This is an optimization exercise on Yosys and OpenROAD, whose aim is small area, a short achievable clock period and few clock cycles, not a production implementation.
The RTL was checked by simulation tests, not by an equivalence proof against the original design.
Power and IR drop assume default switching activity.

`flow/design.v`:
```
module hobd_core (
    input             clk,
    input             rst,
    input             p_valid,
    input      [9:0]  p_word,
    output     [1:0]  p_resp,
    input             c_valid,
    input      [3:0]  c_op,
    output            c_ready,
    output            c_done,
    output     [1:0]  c_ref,
    output     [31:0] c_resp,
    output            tx_valid,
    output     [31:0] tx_id,
    output     [3:0]  tx_dlc,
    output     [63:0] tx_data,
    input             tx_fail,
    output            diag_valid,
    output     [7:0]  diag_code,
    output            msg_valid,
    output     [7:0]  msg_type,
    output     [7:0]  msg_len,
    output reg        rx_en
);
    localparam FRAME_SYNC = 8'hFA;
    localparam MSG_DATA   = 8'h36;
    localparam OP_NOP = 4'h0, OP_INIT = 4'h1, OP_ENABLE = 4'h2, OP_DISABLE = 4'h3,
               OP_UPDATE = 4'h4, OP_RB_INIT = 4'h5, OP_RB_FLUSH = 4'h6, OP_RB_GET = 4'h7,
               OP_DEC_STEP = 4'h8, OP_PUBLISH = 4'h9, OP_RD_STATUS = 4'hA, OP_RD_COUNT = 4'hB;
    localparam L_UNINIT = 2'd0, L_DISABLED = 2'd1, L_ENABLED = 2'd2;
    localparam D_IDLE = 2'd0, D_LEN = 2'd1, D_PAYLOAD = 2'd2, D_CSUM = 2'd3;
    localparam W_TYPE = 2'd0, W_HI = 2'd1, W_LO = 2'd2, W_SZ = 2'd3;
    localparam S_IDLE = 3'd0, S_UPD = 3'd1, S_PUB = 3'd2, S_STEP = 3'd3, S_GET = 3'd4;
    reg [7:0]  buf_mem [0:63];
    reg [5:0]  head, tail, dptr;
    reg [5:0]  rptr;                 
    reg [7:0]  bq;                   
    reg        bqv;
    reg [6:0]  count;                
    reg [6:0]  ucnt;                 
    reg        overflow, err;
    reg [1:0]  ds;                   
    reg [7:0]  dlm1;                 
    reg [7:0]  rem;                  
    reg [7:0]  nsum;                 
    reg [7:0]  mtype;
    reg        isdata;
    reg        wact;                 
    reg [1:0]  wf;                   
    reg        wdat;                 
    reg [7:0]  whi;                  
    reg [8:0]  welem;                
    reg [6:0]  wk;                   
    reg [3:0]  wo;                   
    reg [7:0]  stg [0:91];           
    reg [8:0]  sflag;                
    reg        pending;              
    reg [7:0]  rec [0:91];           
    reg [6:0]  ready;
    reg [1:0]  seen4, seen6;         
    reg        mflag;                
    reg [15:0] qs;                   
    reg        qv;
    reg        ahd;                  
    reg [1:0]  dcnt;                 
    reg        step_emit;
    reg [1:0]  life;
    reg [2:0]  state;
    reg        pub_upd;
    reg [6:0]  gsel;                 
    reg        psub;
    reg [6:0]  fs0, fs1;             
    reg        txv;
    reg        fail_acc;
    reg        done_r;
    reg [1:0]  ref_r;
    reg [22:0] resp_r;
    function [8:0] eid_match(input [15:0] eid);
        begin
            eid_match = 9'd0;
            eid_match[0] = (eid == 16'h2010);
            eid_match[1] = (eid == 16'h8020);
            eid_match[2] = (eid == 16'h4020);
            eid_match[3] = (eid == 16'hC020);
            eid_match[4] = (eid == 16'h5040);
            eid_match[5] = (eid == 16'h5020);
            eid_match[6] = (eid == 16'hD010);
            eid_match[7] = (eid == 16'h1010);
            eid_match[8] = (eid == 16'h1060);
        end
    endfunction
    function [8:0] esz_ok(input [7:0] sz);
        begin
            esz_ok[0] = (sz == 8'd16);
            esz_ok[1] = (sz == 8'd12);
            esz_ok[2] = (sz == 8'd12);
            esz_ok[3] = (sz == 8'd12);
            esz_ok[4] = (sz == 8'd8);
            esz_ok[5] = (sz == 8'd4);
            esz_ok[6] = (sz == 8'd12);
            esz_ok[7] = (sz == 8'd12);
            esz_ok[8] = (sz == 8'd4);
        end
    endfunction
    function [3:0] rec_elem(input integer j);
        rec_elem = (j < 16) ? 4'd0 : (j < 28) ? 4'd1 : (j < 40) ? 4'd2 : (j < 52) ? 4'd3 :
                   (j < 60) ? 4'd4 : (j < 64) ? 4'd5 : (j < 76) ? 4'd6 : (j < 88) ? 4'd7 : 4'd8;
    endfunction
    function [3:0] rec_off(input integer j);
        rec_off = (j < 16) ? j : (j < 28) ? j - 16 : (j < 40) ? j - 28 : (j < 52) ? j - 40 :
                  (j < 60) ? j - 52 : (j < 64) ? j - 60 : (j < 76) ? j - 64 : (j < 88) ? j - 76 :
                  j - 88;
    endfunction
    function [6:0] prio_first(input [6:0] r);
        begin
            prio_first = 7'd0;
            if      (r[1]) prio_first[1] = 1'b1;
            else if (r[2]) prio_first[2] = 1'b1;
            else if (r[0]) prio_first[0] = 1'b1;
            else if (r[3]) prio_first[3] = 1'b1;
            else if (r[4]) prio_first[4] = 1'b1;
            else if (r[5]) prio_first[5] = 1'b1;
            else if (r[6]) prio_first[6] = 1'b1;
        end
    endfunction
    function [31:0] le4(input integer o);
        le4 = {rec[o], rec[o+1], rec[o+2], rec[o+3]};
    endfunction
    wire ring_full  = count[6];
    wire ring_empty = (count == 7'd0);
    wire ahead      = ahd;           
    wire op_reserved = (c_op >= 4'hC);
    reg  op_refused;
    always @(*) begin
        case (c_op)
            OP_NOP, OP_INIT, OP_RD_STATUS: op_refused = 1'b0;
            OP_ENABLE, OP_RB_INIT, OP_RB_FLUSH: op_refused = (life != L_DISABLED);
            default: op_refused = (life == L_UNINIT);
        endcase
    end
    wire acc     = (state == S_IDLE) & c_valid;
    wire cmd_ok  = acc & ~op_reserved & ~op_refused;
    wire op_rst  = (c_op == OP_INIT) | (c_op == OP_DISABLE);
    wire op_rclr = op_rst | (c_op == OP_ENABLE) | (c_op == OP_RB_INIT) | (c_op == OP_RB_FLUSH);
    wire ring_clr = cmd_ok & op_rclr;
    wire upd_acc  = cmd_ok & (c_op == OP_UPDATE);
    wire pub_acc  = cmd_ok & (c_op == OP_PUBLISH);
    wire step_acc = cmd_ok & (c_op == OP_DEC_STEP);
    wire get_acc  = cmd_ok & (c_op == OP_RB_GET);
    wire rollback = ring_clr | step_acc | get_acc;
    wire [31:0] status = {9'd0, ready, 5'd0, 1'b0, (ahead ? D_IDLE : ds), 1'b0, ring_full,
                          ring_empty, err, overflow, rx_en, life};
    wire put_ok  = p_valid & rx_en & ~ring_full;
    wire put_ovf = p_valid & rx_en & ring_full;
    assign p_resp  = {~rx_en, rx_en & ring_full};
    assign c_ready = (state == S_IDLE);
    always @(posedge clk) begin
        if (put_ok)
            buf_mem[head] <= p_word[7:0];
    end
    wire [7:0] rd_byte = buf_mem[rptr];
    wire       fetch_avail = (ucnt != 7'd0) & ~((ucnt == 7'd1) & bqv);
    wire [7:0] b = bq;
    wire cmdm = upd_acc | (state == S_UPD) | (state == S_STEP);
    wire run_ok = (state == S_UPD) | (state == S_STEP) |
                  ((state == S_IDLE) & (ahead | (ds == D_IDLE)));
    wire stall = (pending & (ds == D_LEN || ds == D_PAYLOAD)) |
                 (mflag & qv & ~q_pop & (ds == D_LEN)) |
                 ((dcnt == 2'd3) & (ds == D_LEN));
    wire dgo = bqv & run_ok & ~stall;
    wire dispatch  = dgo & (ds == D_CSUM) & (b == nsum);
    wire diag_push = dgo & (ds == D_LEN) & (b > 8'd128);
    wire cpend     = pending | (dispatch & isdata);
    wire upd_op    = c_valid & (c_op == OP_UPDATE);
    wire upd_ok    = (state == S_IDLE) & (life != L_UNINIT);
    wire cmd_run   = (state == S_UPD) | (state == S_STEP);
    wire commit    = (upd_op & upd_ok & cpend) | (cmd_run & cpend);
    wire [8:0] commit_e = ({9{upd_op}} & {9{upd_ok & cpend}} & sflag) |
                          ({9{cmd_run & cpend}} & sflag);
    wire sz_fits   = (b < rem);
    wire [8:0] sz_match = welem & esz_ok(b);
    wire stg_we    = bqv & (ds == D_PAYLOAD) & wdat;
    wire [1:0] seen4_if = seen4 | {sflag[5], sflag[4]};
    wire [1:0] seen6_if = seen6 | {sflag[8], sflag[7]};
    wire [6:0] ready_if = ready | {&seen6_if, sflag[6], &seen4_if, sflag[3], sflag[2], sflag[1],
                                   sflag[0]};
    wire [1:0] seen4_c  = commit ? seen4_if : seen4;
    wire [1:0] seen6_c  = commit ? seen6_if : seen6;
    wire [6:0] ready_c  = commit ? ready_if : ready;
    wire [6:0] pf_c     = commit ? prio_first(ready_if) : prio_first(ready);
    wire       any_c    = commit ? (ready_if != 7'd0) : (ready != 7'd0);
    wire       pub_on  = (state == S_PUB);
    wire [6:0] rest    = ready & ~gsel;
    wire       tx_more = (gsel != 7'd0) & (~psub | (rest != 7'd0));
    wire       q_more  = pub_upd & ((qv & mflag) | (dcnt > 2'd1));
    wire       pub_done = pub_on & ~tx_more & ~q_more;
    wire emit_ok = (((state == S_UPD) | pub_on) & pub_upd) | step_emit;
    wire q_pop   = emit_ok & (qv | mflag);
    wire m_xfer  = dgo & (ds == D_LEN) & mflag & ~(q_pop & ~qv);
    wire d_pop   = emit_ok & (dcnt != 2'd0);
    assign tx_valid = txv;
    reg [31:0] f_id;
    reg [3:0]  f_dlc;
    reg [63:0] f_data;
    always @(*) begin
        f_id   = 32'd0;
        f_dlc  = 4'd0;
        f_data = 64'd0;
        if (fs0[0]) begin  
            f_id   = f_id   | 32'h084;
            f_dlc  = f_dlc  | 4'd8;
            f_data = f_data | {le4(4), le4(0)};
        end
        if (fs1[0]) begin
            f_id   = f_id   | 32'h085;
            f_dlc  = f_dlc  | 4'd8;
            f_data = f_data | {le4(12), le4(8)};
        end
        if (fs0[1]) begin  
            f_id   = f_id   | 32'h080;
            f_dlc  = f_dlc  | 4'd8;
            f_data = f_data | {le4(20), le4(16)};
        end
        if (fs1[1]) begin
            f_id   = f_id   | 32'h081;
            f_dlc  = f_dlc  | 4'd4;
            f_data = f_data | {32'd0, le4(24)};
        end
        if (fs0[2]) begin  
            f_id   = f_id   | 32'h082;
            f_dlc  = f_dlc  | 4'd8;
            f_data = f_data | {le4(32), le4(28)};
        end
        if (fs1[2]) begin
            f_id   = f_id   | 32'h083;
            f_dlc  = f_dlc  | 4'd4;
            f_data = f_data | {32'd0, le4(36)};
        end
        if (fs0[3]) begin  
            f_id   = f_id   | 32'h086;
            f_dlc  = f_dlc  | 4'd8;
            f_data = f_data | {le4(44), le4(40)};
        end
        if (fs1[3]) begin
            f_id   = f_id   | 32'h087;
            f_dlc  = f_dlc  | 4'd4;
            f_data = f_data | {32'd0, le4(48)};
        end
        if (fs0[4]) begin  
            f_id   = f_id   | 32'h088;
            f_dlc  = f_dlc  | 4'd8;
            f_data = f_data | {le4(56), le4(52)};
        end
        if (fs1[4]) begin
            f_id   = f_id   | 32'h089;
            f_dlc  = f_dlc  | 4'd4;
            f_data = f_data | {32'd0, le4(60)};
        end
        if (fs0[5]) begin  
            f_id   = f_id   | 32'h08A;
            f_dlc  = f_dlc  | 4'd8;
            f_data = f_data | {le4(68), le4(64)};
        end
        if (fs1[5]) begin
            f_id   = f_id   | 32'h08B;
            f_dlc  = f_dlc  | 4'd4;
            f_data = f_data | {32'd0, le4(72)};
        end
        if (fs0[6]) begin  
            f_id   = f_id   | 32'h08C;
            f_dlc  = f_dlc  | 4'd8;
            f_data = f_data | {rec[83], rec[82], rec[80], rec[81], le4(76)};
        end
        if (fs1[6]) begin
            f_id   = f_id   | 32'h08D;
            f_dlc  = f_dlc  | 4'd8;
            f_data = f_data | {le4(88), rec[87], rec[86], rec[85], rec[84]};
        end
    end
    assign tx_id   = f_id;
    assign tx_dlc  = f_dlc;
    assign tx_data = f_data;
    assign c_done = done_r;
    assign c_ref  = ref_r;
    assign c_resp = {9'd0, resp_r};
    assign msg_valid = q_pop;
    assign msg_type  = qv ? qs[15:8] : mtype;
    assign msg_len   = qv ? qs[7:0] : dlm1;
    assign diag_valid = put_ovf | d_pop;
    assign diag_code  = {6'd0, ~(rx_en & ring_full), rx_en & ring_full};
    genvar gj;
    generate
        for (gj = 0; gj < 92; gj = gj + 1) begin : g_rec
            always @(posedge clk) begin
                if (stg_we && welem[rec_elem(gj)] && wo == rec_off(gj))
                    stg[gj] <= b;
                if (commit_e[rec_elem(gj)])
                    rec[gj] <= stg[gj];
            end
        end
    endgenerate
    always @(posedge clk) begin
        if (rst) begin
            life      <= L_UNINIT;
            rx_en     <= 1'b0;
            state     <= S_IDLE;
            done_r    <= 1'b0;
            ref_r     <= 2'd0;
            resp_r    <= 23'd0;
            head      <= 6'd0;
            tail      <= 6'd0;
            dptr      <= 6'd0;
            rptr      <= 6'd0;
            bqv       <= 1'b0;
            count     <= 7'd0;
            ucnt      <= 7'd0;
            overflow  <= 1'b0;
            err       <= 1'b0;
            ds        <= D_IDLE;
            pending   <= 1'b0;
            mflag     <= 1'b0;
            qv        <= 1'b0;
            ahd       <= 1'b0;
            dcnt      <= 2'd0;
            step_emit <= 1'b0;
            ready     <= 7'd0;
            seen4     <= 2'd0;
            seen6     <= 2'd0;
            gsel      <= 7'd0;
            psub      <= 1'b0;
            fs0       <= 7'd0;
            fs1       <= 7'd0;
            txv       <= 1'b0;
            pub_upd   <= 1'b0;
            fail_acc  <= 1'b0;
        end else begin
            done_r    <= 1'b0;
            step_emit <= 1'b0;
            if (dgo) begin
                case (ds)
                    D_IDLE: if (b == FRAME_SYNC) ds <= D_LEN;
                    D_LEN: begin
                        dlm1  <= b - 8'd1;
                        rem   <= b;
                        nsum  <= 8'd0 - b;
                        wf    <= W_TYPE;
                        wdat  <= 1'b0;
                        wact  <= 1'b1;
                        sflag <= 9'd0;
                        if (b == 8'd0 || b > 8'd128) ds <= D_IDLE;
                        else                         ds <= D_PAYLOAD;
                    end
                    D_PAYLOAD: begin
                        nsum <= nsum - b;
                        rem  <= rem - 8'd1;
                        if (rem == 8'd1) ds <= D_CSUM;
                        if (wf == W_TYPE && !wdat) begin
                            mtype  <= b;
                            isdata <= (b == MSG_DATA);
                            wact   <= (b == MSG_DATA);
                            wf     <= W_HI;
                        end else if (wact) begin
                            if (wdat) begin
                                wo <= wo + 4'd1;
                                wk <= wk - 7'd1;
                                if (wk == 7'd1) wdat <= 1'b0;
                            end else begin
                                case (wf)
                                    W_HI: begin
                                        if (rem < 8'd3) wact <= 1'b0;
                                        whi <= b;
                                        wf  <= W_LO;
                                    end
                                    W_LO: begin
                                        welem <= eid_match({whi, b});
                                        wf    <= W_SZ;
                                    end
                                    default: begin  
                                        wf <= W_HI;
                                        if (!sz_fits) begin
                                            wact <= 1'b0;
                                        end else if (b != 8'd0) begin
                                            wdat  <= 1'b1;
                                            wk    <= b[6:0];
                                            wo    <= 4'd0;
                                            welem <= sz_match;
                                            sflag <= sflag | sz_match;
                                        end
                                    end
                                endcase
                            end
                        end
                    end
                    default: ds <= D_IDLE;  
                endcase
            end
            if (commit)
                pending <= 1'b0;
            else if (dispatch & isdata)
                pending <= 1'b1;
            ready <= ready_c;
            seen4 <= seen4_c;
            seen6 <= seen6_c;
            if (dispatch)                    mflag <= 1'b1;
            else if (m_xfer | (q_pop & ~qv)) mflag <= 1'b0;
            if (m_xfer) begin
                qs <= {mtype, dlm1};
                qv <= 1'b1;
            end else if (q_pop & qv) begin
                qv <= 1'b0;
            end
            if (cmdm)     ahd <= 1'b0;
            else if (dgo) ahd <= 1'b1;
            dcnt <= dcnt + {1'b0, diag_push} - {1'b0, d_pop};
            if (put_ok) head <= head + 6'd1;
            if (dgo)    dptr <= dptr + 6'd1;
            if (~bqv | dgo) begin
                if (fetch_avail) begin
                    bq   <= rd_byte;
                    bqv  <= 1'b1;
                    rptr <= rptr + 6'd1;
                end else if (put_ok) begin
                    bq   <= p_word[7:0];
                    bqv  <= 1'b1;
                    rptr <= rptr + 6'd1;
                end else begin
                    bqv  <= 1'b0;
                end
            end
            ucnt <= ucnt + {6'd0, put_ok} - {6'd0, dgo};
            if (cmdm) begin
                tail  <= dptr + {5'd0, dgo};
                count <= ucnt - {6'd0, dgo};
            end else begin
                count <= count + {6'd0, put_ok};
            end
            if (put_ovf) overflow <= 1'b1;
            if (p_valid && rx_en && (p_word[8] || p_word[9])) err <= 1'b1;
            case (state)
            S_IDLE: if (c_valid) begin
                done_r <= 1'b1;
                ref_r  <= 2'd0;
                resp_r <= 23'd0;
                if (op_reserved) begin
                    ref_r <= 2'd2;
                end else if (op_refused) begin
                    ref_r <= 2'd1;
                end else begin
                    case (c_op)
                        OP_INIT, OP_DISABLE: begin
                            rx_en <= 1'b0;
                            life  <= L_DISABLED;
                        end
                        OP_ENABLE: begin
                            rx_en <= 1'b1;
                            life  <= L_ENABLED;
                        end
                        OP_RD_STATUS: resp_r <= status[22:0];
                        OP_RD_COUNT:  resp_r <= {16'd0, count};
                        OP_RB_GET: begin
                            done_r <= 1'b0;
                            state  <= S_GET;
                        end
                        OP_DEC_STEP: begin
                            done_r <= 1'b0;
                            state  <= S_STEP;
                        end
                        OP_UPDATE: begin
                            done_r   <= 1'b0;
                            pub_upd  <= 1'b1;
                            fail_acc <= 1'b0;
                            psub     <= 1'b0;
                            if (ucnt == 7'd0 || (ucnt == 7'd1 && dgo)) begin
                                gsel  <= pf_c;
                                fs0   <= pf_c;
                                fs1   <= 7'd0;
                                txv   <= any_c;
                                state <= S_PUB;
                            end else begin
                                state <= S_UPD;
                            end
                        end
                        OP_PUBLISH: begin
                            done_r   <= 1'b0;
                            pub_upd  <= 1'b0;
                            fail_acc <= 1'b0;
                            psub     <= 1'b0;
                            gsel     <= prio_first(ready);
                            fs0      <= prio_first(ready);
                            fs1      <= 7'd0;
                            txv      <= (ready != 7'd0);
                            state    <= S_PUB;
                        end
                        default: ;
                    endcase
                end
            end
            S_UPD: begin
                if (ucnt == 7'd0 || (ucnt == 7'd1 && dgo)) begin
                    gsel  <= pf_c;
                    fs0   <= pf_c;
                    fs1   <= 7'd0;
                    txv   <= any_c;
                    state <= S_PUB;
                end
            end
            S_PUB: begin
                if (tx_valid && tx_fail) fail_acc <= 1'b1;
                if (tx_valid) begin
                    if (psub) begin
                        psub <= 1'b0;
                        gsel <= prio_first(rest);
                        fs0  <= prio_first(rest);
                        fs1  <= 7'd0;
                        txv  <= (rest != 7'd0);
                        if (gsel[4]) seen4 <= 2'd0;
                        if (gsel[6]) seen6 <= 2'd0;
                        ready <= rest;
                    end else begin
                        psub <= 1'b1;
                        fs0  <= 7'd0;
                        fs1  <= gsel;
                    end
                end
                if (pub_done) begin
                    done_r <= 1'b1;
                    ref_r  <= 2'd0;
                    resp_r <= {13'd0, fail_acc | (tx_valid & tx_fail), 9'd0};
                    state  <= S_IDLE;
                end
            end
            S_STEP: if (ucnt == 7'd0 || bqv) begin
                done_r    <= 1'b1;
                step_emit <= 1'b1;
                resp_r    <= (ucnt == 7'd0) ? 23'h100 : {10'd0, dispatch, 4'd0, b};
                state     <= S_IDLE;
            end
            default: begin  
                done_r <= 1'b1;
                bqv <= 1'b0;
                if (count == 7'd0) begin
                    resp_r <= 23'h100;
                end else begin
                    resp_r <= {15'd0, rd_byte};
                    tail   <= tail + 6'd1;
                    dptr   <= dptr + 6'd1;
                    rptr   <= rptr + 6'd1;
                    count  <= count - 7'd1;
                    ucnt   <= ucnt - 7'd1;
                end
                state <= S_IDLE;
            end
            endcase
            if (rollback) begin
                dptr    <= tail;
                rptr    <= tail;
                bqv     <= 1'b0;
                ucnt    <= count;
                pending <= 1'b0;
                mflag   <= 1'b0;
                qv      <= 1'b0;
                ahd     <= 1'b0;
                dcnt    <= 2'd0;
                ds      <= ahead ? D_IDLE : ds;
            end
            if (ring_clr) begin
                head     <= 6'd0;
                tail     <= 6'd0;
                dptr     <= 6'd0;
                rptr     <= 6'd0;
                bqv      <= 1'b0;
                count    <= 7'd0;
                ucnt     <= 7'd0;
                overflow <= 1'b0;
                err      <= 1'b0;
            end
            if (cmd_ok && op_rst) begin
                ds    <= D_IDLE;
                ready <= 7'd0;
                seen4 <= 2'd0;
                seen6 <= 2'd0;
            end
        end
    end
endmodule
```
`flow/flow/run.sh`:
```
#!/bin/bash
set -euo pipefail
cd "$(dirname "$0")/.."
bash standard.sh SETUP_SLACK_MARGIN=5.5 \
  "BUFFER_PORTS_ARGS=-buffer_cell sky130_fd_sc_hd__buf_2" finish > flow_make.log 2>&1
```
`flow/standard.sh`:
```
#!/bin/bash
# synth_recipe.tcl (not shown) runs the flow's synth.tcl, then flattens the netlist and writes it again
# the make line also repeats each setting of config.mk as NAME=value (left out here)
make -C /OpenROAD-flow-scripts/flow DESIGN_CONFIG=/design/flow/config.mk WORK_HOME=/design/flow/orfs CLKGATE_MAP_FILE= SYNTH_SCRIPT=/design/flow/synth_recipe.tcl "${@:-finish}"
```
`flow/config.mk`:
```
export PLATFORM = sky130hd
export DESIGN_NAME = hobd_core
export DESIGN_NICKNAME = hobd_core
export VERILOG_FILES = /design/flow/design.v
export SDC_FILE = /design/flow/constraint.sdc
export NUM_CORES = 4
export LEC_CHECK = 0
export ABC_CLOCK_PERIOD_IN_PS = 5000
export CAP_MARGIN = 20
export CORE_MARGIN = 2
export CORE_UTILIZATION = 65
export CTS_CLUSTER_DIAMETER = 90
export CTS_CLUSTER_SIZE = 29
export PLACE_DENSITY = 0.72
export SETUP_SLACK_MARGIN = 5
export SLEW_MARGIN = 20
```
`flow/constraint.sdc`:
```
create_clock -name core_clock -period 10.0 [get_ports {clk}]
set_input_delay 2.0000 -clock core_clock [delete_from_list [all_inputs] [get_ports {clk}]]
set_output_delay 2.0000 -clock core_clock [all_outputs]
set_load 0.01 [all_outputs]
```
==> reports/metrics.yaml, run 1 <==
whs_endpoint: "rec[2][6]"
worst-path-buf-inv: 2
pin_count: 185
r2r_cells: 9
max_slew_margin_pct: 23.1
timing.hold.ws_ns: 0.401
async_flop_share_pct: 0
final_nets: 4589
drive_above_1_share_pct: 15.2
critPathMaxStageDelay_ns: 0.45
antenna_found_initial: 1
fp.dieArea_um2: 127000
cts-root-buf: "clkbuf_16"
synth-edff-count: 2082
timing.critical_path.cells: "buf_12 -> a22o_1 -> a221oi_1 -> nand4_1 -> buf_2"
seq_area_um2: 64800
end_kind: "primary output"
reg2reg_to: "rec[80][1]"
overflow: 0
multi_input_area_um2: 15200
insertion_delay_ns: 0.73
placedInstanceArea_um2: 83000
hold_path.class: "flop to flop"
finish.instance_area_um2: 86900
clock_sink_count: 2194
arrival_ns: 2.59
hold_viol: 0
status: "no timing/DRC/antenna violations"
worstMarginPinSlew_ns: 1.15
fill_cells: 7511
core_um2: 123000
critPathMaxFanout: 4
r2r_slack_ns: 5.84
grt_pass1_wl_um: 280000
min_period_over_period_pct: 45.9
ant_nets: 0
grt_usage_pct: 30.9
clkTransAtPathRegs_ns: 0.11
rows: 129
dp_hpwl_um: 111000
numCtsBuffers: 86
cts_tree: "yes"
grt_max_degree: 129
syn_inst: 4377
ir_drop_v: 0.000216
finalSetupViolCount: 0
cp-start-kind: "flop"
synth-seq-cells: 2194
p_per_area_nw_per_um2: 196
timing.final.ws_setup_ns: 5.41
fp.dieH_um: 356
postSynthAreaPerCell_um2: 18.4
rsz0062_at_grt: "yes"
area_delta_synth_final_pct: 7.94
cts_hold_buf: 0
remaining_drc_errors: 0
cp_top_family: "compound AO/OA/AOI/OAI gates"
initial_core_util_pct: 65.3
min_from: "stg[2][6]"
synth_cell_types: 83
yosys_warnings: 3
slowest_stage: "a221oi_1"
min_path_cells: 0
skew_ns: 0.0483
die_w_um: 356
synth_area_um2: 80500
critPathKind: "flop to primary output"
via_per_inst: 6.79
synth_area_leaders: "edfxtp_1 (78%), mux4_2 (4.2%), dfxtp_1 (2.8%), a22oi_1 (1.6%), nor2_1 (1.4%)"
fmax_ghz: 0.218
cts_buffer_depth: 3
drt_iter0_markers: 6373
fin_tns_setup_ns: 0
yosys.area.top_type: "edfxtp_1"
wl_um: 195000
final_cell_mix: "edfxtp_1 (2082), nor2_1 (293), nand2_1 (178)"
htree_levels: 3
synth.top_cell.area_share_pct: 77.6
finalCriticalPeriod_ns: 4.59
portBuffers: 135
synth_ff_type: "edfxtp_1"
num_vias: 41900
grt_pass1_vias: 40100
drv_cap: 0
worstReg2RegStart: "bq[3]"
drtPass1Iterations: 6
final_max_slew_viol_count: 0
wl_per_cell_um: 31.7
critPathRequiredTime_ns: 8.00
leakage_nw: 27.3
ys_seq_area_share_pct: 80.4
gp_congestion: 0.903
layout_commonest_cell: "edfxtp_1"
pre_cts_ws_ns: 3.94
-- flip-flops by register name (all words and copies together) (netlist names), 8 cells and up --
register / cells
dlm1: 8
rec: 736
nsum: 8
whi: 8
sflag: 9
bq: 8
mtype: 8
rem: 8
resp_r: 18
qs: 16
buf_mem: 512
welem: 9
stg: 736
-- cell type report --
cell class / instances / share of cell area [%]
multi-input combinational: 1894 / 17.5
clock inverter: 9 / 0.115
timing repair inverter: 1 / 0.00576
clock buffer: 105 / 2.58
inverter: 80 / 0.358
antenna: 1 / 0.00288
tap: 1637 / 2.36
sequential: 2194 / 74.6
timing repair buffer: 251 / 2.52
-- worst register-to-register path: cells and delay by family (launching register included) --
kind	cells	cell delay (ns)
AOI/OAI and AO/OA	1	0.38
DFF	1	0.36
adders and majority gates	1	0.37
and+or+nand+nor	4	1.32
buffers and inverters	3	1.32
-- cell usage after synthesis (18+ instances only) --
cell / number
buf_1: 23
a221oi_1: 104
clkbuf_1: 164
ha_1: 60
a22o_1: 65
a22oi_1: 171
and3_1: 19
mux4_2: 149
inv_1: 79
nor2_1: 308
nand3_1: 92
edfxtp_1: 2082
nand4_1: 41
xnor2_1: 40
nand2b_1: 25
a222oi_1: 34
dfxtp_1: 112
nor3_1: 36
xor2_1: 26
a211oi_1: 21
mux2_2: 34
a21oi_1: 126
nand2_1: 182
nor2b_1: 18
o21ai_0: 65
buf_4: 59
-- how the worst max path moves through the flow --
stage,to,depth (start not counted),startpoint
6_report,tx_data[1],5,fs1[4]
5_1_grt,tx_data[1],6,fs1[6]
4_1_cts,tx_data[1],6,fs1[6]
3_5_place_dp,rec[30][3],10,c_op[1]
3_3_place_gp,rec[29][2],10,c_op[1]
2_1_floorplan,rec[0][0],8,bq[6]
-- metrics by stage --
stage                     instances  util, %  total power [W]
after global placement         6010     67.3           0.0130
after floorplan                4425        -           0.0122
after detailed placement       6011     67.3           0.0130
final                          6172     70.5           0.0170
after global routing           6171     70.5           0.0175
after CTS                      6161     70.2           0.0171
-- cells by family (layout without fill, tap and decap cells) --
| group | after synthesis | after routing | synth area share, % |
|---|---|---|---|
| buf+inv | 340 | 446 | 1.90 |
| mux | 199 | 199 | 4.84 |
| compound gates | 707 | 707 | 6.48 |
| flops | 2194 | 2194 | 80.4 |
| fa+ha+maj | 62 | 62 | 0.982 |
| xor+xnor | 66 | 66 | 0.718 |
| other cells | 1 | 50 | 0.00466 |
| simple gates | 808 | 811 | 4.66 |
-- power by group --
part	total [W]	switching, W	internal (W)
clock network	0.00420	0.00258	0.00162
registers	0.0105	0.000101	0.0104
logic	0.00232	0.00146	0.000855
-- repair_timing --
| action | CTS | global route |
|---|---|---|
| cloned | 9 | 2 |
| hold endpoints to repair | 0 | 0 |
| setup buffers | 27 | 8 |
| pin swaps | 14 | 16 |
| gates resized for setup | 121 | 47 |
| setup endpoints to repair | 402 | 293 |
-- routing by layer --
layer,global-route usage (%),wire length (um)
met1,44.3,74700
met3,4.22,19100
met5,0,13
met2,50.2,95000
met4,9.97,6680
Testbench counts, summed over its fixed seeds: cycles 39,405.
==> run 2: changes to the inputs <==
==> flow/flow/run.sh (replaced) <==
#!/bin/bash
set -euo pipefail
cd "$(dirname "$0")/.."
bash standard.sh SETUP_SLACK_MARGIN=5.5 \
  "BUFFER_PORTS_ARGS=-buffer_cell sky130_fd_sc_hd__buf_4" finish > flow_make.log 2>&1
==> run 2 against run 1 <==
Still clean. First-iteration DRC count decreased by 2.0%. Setup slack improved by 0.053 ns. Sequential power is essentially flat. Final cell count rose by 0.18%. Non-clock buffer count up 9. Global-route usage is 0.058 points lower. Register-to-register slack worse by 0.26 ns. Count of clock-buffer cells in the layout rose by 4. Sequential share of layout area is 0.18 points lower. Critical endpoint is now tx_data[51].
==> reports/metrics.yaml, run 2 <==
cts_buffer_depth: 3  # unchanged
pre_cts_ws_ns: 4.31  # +0.378 ns
final_nets: 4599  # +0.22%
synth.top_cell.area_share_pct: 77.6  # unchanged
syn_inst: 4377  # unchanged
worstReg2RegStart: "bq[4]"
postSynthAreaPerCell_um2: 18.4  # unchanged
htree_levels: 3  # unchanged
hold_viol: 0  # unchanged
ir_drop_v: 0.000242  # +12%
synth-edff-count: 2082  # unchanged
busiest_layer: "met2"
numCtsBuffers: 86  # unchanged
synth_compound_area_share_pct: 6.48  # unchanged
wl_um: 195000  # -0.45%
hold_path.class: "flop to flop"
synth_top_family_by_area: "compound AO/OA/AOI/OAI gates"
wl_per_cell_um: 31.5  # -0.63%
area_delta_synth_final_pct: 8.20
die_w_um: 356  # unchanged
whs_endpoint: "rec[74][5]"
power.total_w: 0.0171  # +0.44%
arrival_ns: 2.53  # -0.06 ns
clkTransAtPathRegs_ns: 0.11  # about the same
remaining_drc_errors: 0  # unchanged
synth.area.mux_share_pct: 4.84  # unchanged
grt_pass1_vias: 40400  # +0.62%
initial_core_util_pct: 65.3  # unchanged
drtPass1Iterations: 6  # unchanged
end_kind: "primary output"
layout_commonest_cell: "edfxtp_1"
critPathMaxFanout: 6  # +2
timing.hold.ws_ns: 0.408  # +0.00696 ns
synth-xor-area-share_pct: 0.718  # unchanged
finalCriticalPeriod_ns: 4.53  # -0.0530 ns
insertion_delay_ns: 0.72  # about the same
r2r_cells: 9  # unchanged
synth_area_leaders: "edfxtp_1 (78%), mux4_2 (4.2%), dfxtp_1 (2.8%), a22oi_1 (1.6%), nor2_1 (1.4%)"
fmax_ghz: 0.221  # +1.2%
clock_sink_count: 2194  # unchanged
fp.dieH_um: 356  # unchanged
min_period_over_period_pct: 45.3  # -0.53 points
critPathKind: "flop to primary output"
rows: 129  # unchanged
fp.dieArea_um2: 127000  # unchanged
final_cell_mix: "edfxtp_1 (2082), nor2_1 (300), buf_4 (211)"
async_flop_share_pct: 0  # unchanged
min_from: "stg[74][5]"
drive_above_1_share_pct: 14.8  # -0.48 points
grt_pass1_wl_um: 280000  # -0.11%
yosys-top-cells-count: "edfxtp_1 (2082), nor2_1 (308), nand2_1 (182)"
r2r_slack_ns: 5.58  # -0.26 ns
cp-start-kind: "flop"
reg2reg_to: "rec[50][2]"
synth_area_um2: 80500  # unchanged
use_met3_pct: 3.73  # -0.48 points
ant_nets: 0  # unchanged
core_um2: 123000  # unchanged
diodes: 0  # -1
synthAdderAreaFrac_pct: 0.982  # unchanged
portBuffers: 135  # unchanged
skew_ns: 0.0374  # -0.0108 ns
status: "no timing/DRC/antenna violations"
antenna_found_initial: 2  # +1
leakage_nw: 27.3  # +0.20%
max_slew_margin_pct: 19.1  # -3.9 points
final_max_slew_viol_count: 0  # unchanged
fin_tns_setup_ns: 0  # unchanged
critPathRequiredTime_ns: 8.00  # about the same
synth-simple-area-share_pct: 4.66  # unchanged
rsz0062_at_grt: "yes"
yosys_warnings: 3  # unchanged
p_per_area_nw_per_um2: 196  # +0.19%
min_path_cells: 0  # unchanged
num_vias: 41800  # -0.27%
cts-root-buf: "clkbuf_16"
yosys.area.top_type: "edfxtp_1"
timing.final.ws_setup_ns: 5.47  # +0.0530 ns
synth_cell_types: 83  # unchanged
gp_congestion: 0.897  # -0.69%
drt_iter0_markers: 6244  # -2.0%
dp_hpwl_um: 112000  # +0.43%
synth_ff_type: "edfxtp_1"
use_met2_pct: 50.7  # +0.55 points
via_per_inst: 6.76  # -0.44%
grt_usage_pct: 30.8  # -0.058 points
synth_most_common_cell: "edfxtp_1"
cts_tree: "yes"
finalSetupViolCount: 0  # unchanged
pin_count: 185  # unchanged
grt_max_degree: 99  # -23%
final_util_pct: 70.7  # +0.17 points
worstMarginPinSlew_ns: 1.21  # +0.0610 ns
drv_cap: 0  # unchanged
grt_use_met1_pct: 43.9  # -0.46 points
largest_registers: "rec x736, stg x736, buf_mem x512"
overflow: 0  # unchanged
synth-seq-cells: 2194  # unchanged
ys_seq_area_share_pct: 80.4  # unchanged
cts_hold_buf: 0  # unchanged
run 2: cell counts after synthesis:
Identical to the previous run, type by type.
run 2: power breakdown:
group	leakage [nW]	switching (W)	total (W)	internal [W]
combinational	6.48	0.00147	0.00234	0.000867
clock	1.15	0.00260	0.00424	0.00164
sequential	19.7	0.000108	0.0105	0.0104
total	27.3	0.00418	0.0171	0.0129
run 2: how the worst max path moves through the flow:
stage / start / end / cells past startpoint
global route: p_valid / buf_mem[7][7] / 8
CTS: c_op[1] / rec[2][2] / 7
detailed placement: c_op[1] / rec[5][0] / 8
floorplan: bq[6] / rec[0][0] / 8
finish: fs0[3] / tx_data[51] / 6
global placement: c_op[1] / rec[5][0] / 8
run 2: cells by family (layout without fill, tap and decap cells):
family	Yosys count	in the layout
other	1	49
buffers and inverters	340	458
xor gates and xnor gates	66	66
DFF	2194	2194
adders and majority gates	62	62
and+or+nand+nor	808	811
muxes	199	199
AOI/OAI and AO/OA	707	707
run 2: final cells by class:
| class | count | area, um2 |
|---|---|---|
| Timing Repair inverter | 2 | 10.0 |
| Fill cell | 7514 | 36200 |
| Clock inverter | 7 | 87.6 |
| Inverter | 80 | 312 |
| Multi-Input combinational cell | 1894 | 15000 |
| Tap cell | 1637 | 2050 |
| Timing Repair Buffer | 260 | 2580 |
| Clock buffer | 109 | 2280 |
| Sequential cell | 2194 | 64800 |
run 2: repair_timing:
action | in CTS | in global routing
resized for setup | 105 | 26
cloned | 11 | 0
setup endpoints to repair | 437 | 173
setup buffers | 29 | 18
pin swaps | 17 | 11
run 2: per-stage QoR:
step	instance area, um2	std cells
final	87100	6183
after global routing	87100	6183
after CTS	86800	6163
after detailed placement	83300	6007
after global placement	83200	6004
after floorplan	80800	4425
run 2: per-layer routing:
layer / up-vias / wire, um
met5: - / 7
met4: 2 / 6900
met3: 334 / 18700
met2: 2532 / 96500
met1: 21400 / 72500
li1: 17600 / -
run 2: worst max-delay path: stages (launching register included):
cell and delay (ns):
dfxtp_4 0.42, clkbuf_4 0.21, buf_4 0.15, buf_4 0.12, a221oi_2 0.53, nand3_1 0.20, buf_4 0.18

[what the ideal ports hide]
In the flow no input, the clock included, has a driving cell. The finished layouts below were timed again as built, in two steps.
Step 1 (the two cells are an assumption about what drives the block):
set clk [get_ports {clk}]
set_driving_cell -lib_cell sky130_fd_sc_hd__clkbuf_16 $clk
set_driving_cell -lib_cell sky130_fd_sc_hd__buf_2 [delete_from_list [all_inputs] $clk]
Step 2 adds t to the input delays and takes it off the output delays; t is the mean of the earliest and latest rising clock arrival at the registers after step 1. Input paths then give back, and output paths get back, about the clock's delay inside the block.
Three values: no drivers, after step 1, after step 2; two values: the first two.
run	t (ns)	setup slack, ns	slew at the worst register clock pin (ns)
run 1	0.780	5.412 / 5.333 / 4.880	0.11 / 0.11
run 2	0.783	5.465 / 5.387 / 4.827	0.12 / 0.12
After both steps every run listed still meets setup and hold. The setup slack of run 2, which loses most, moves by -0.078 ns with the drivers and by -0.638 ns with both steps.
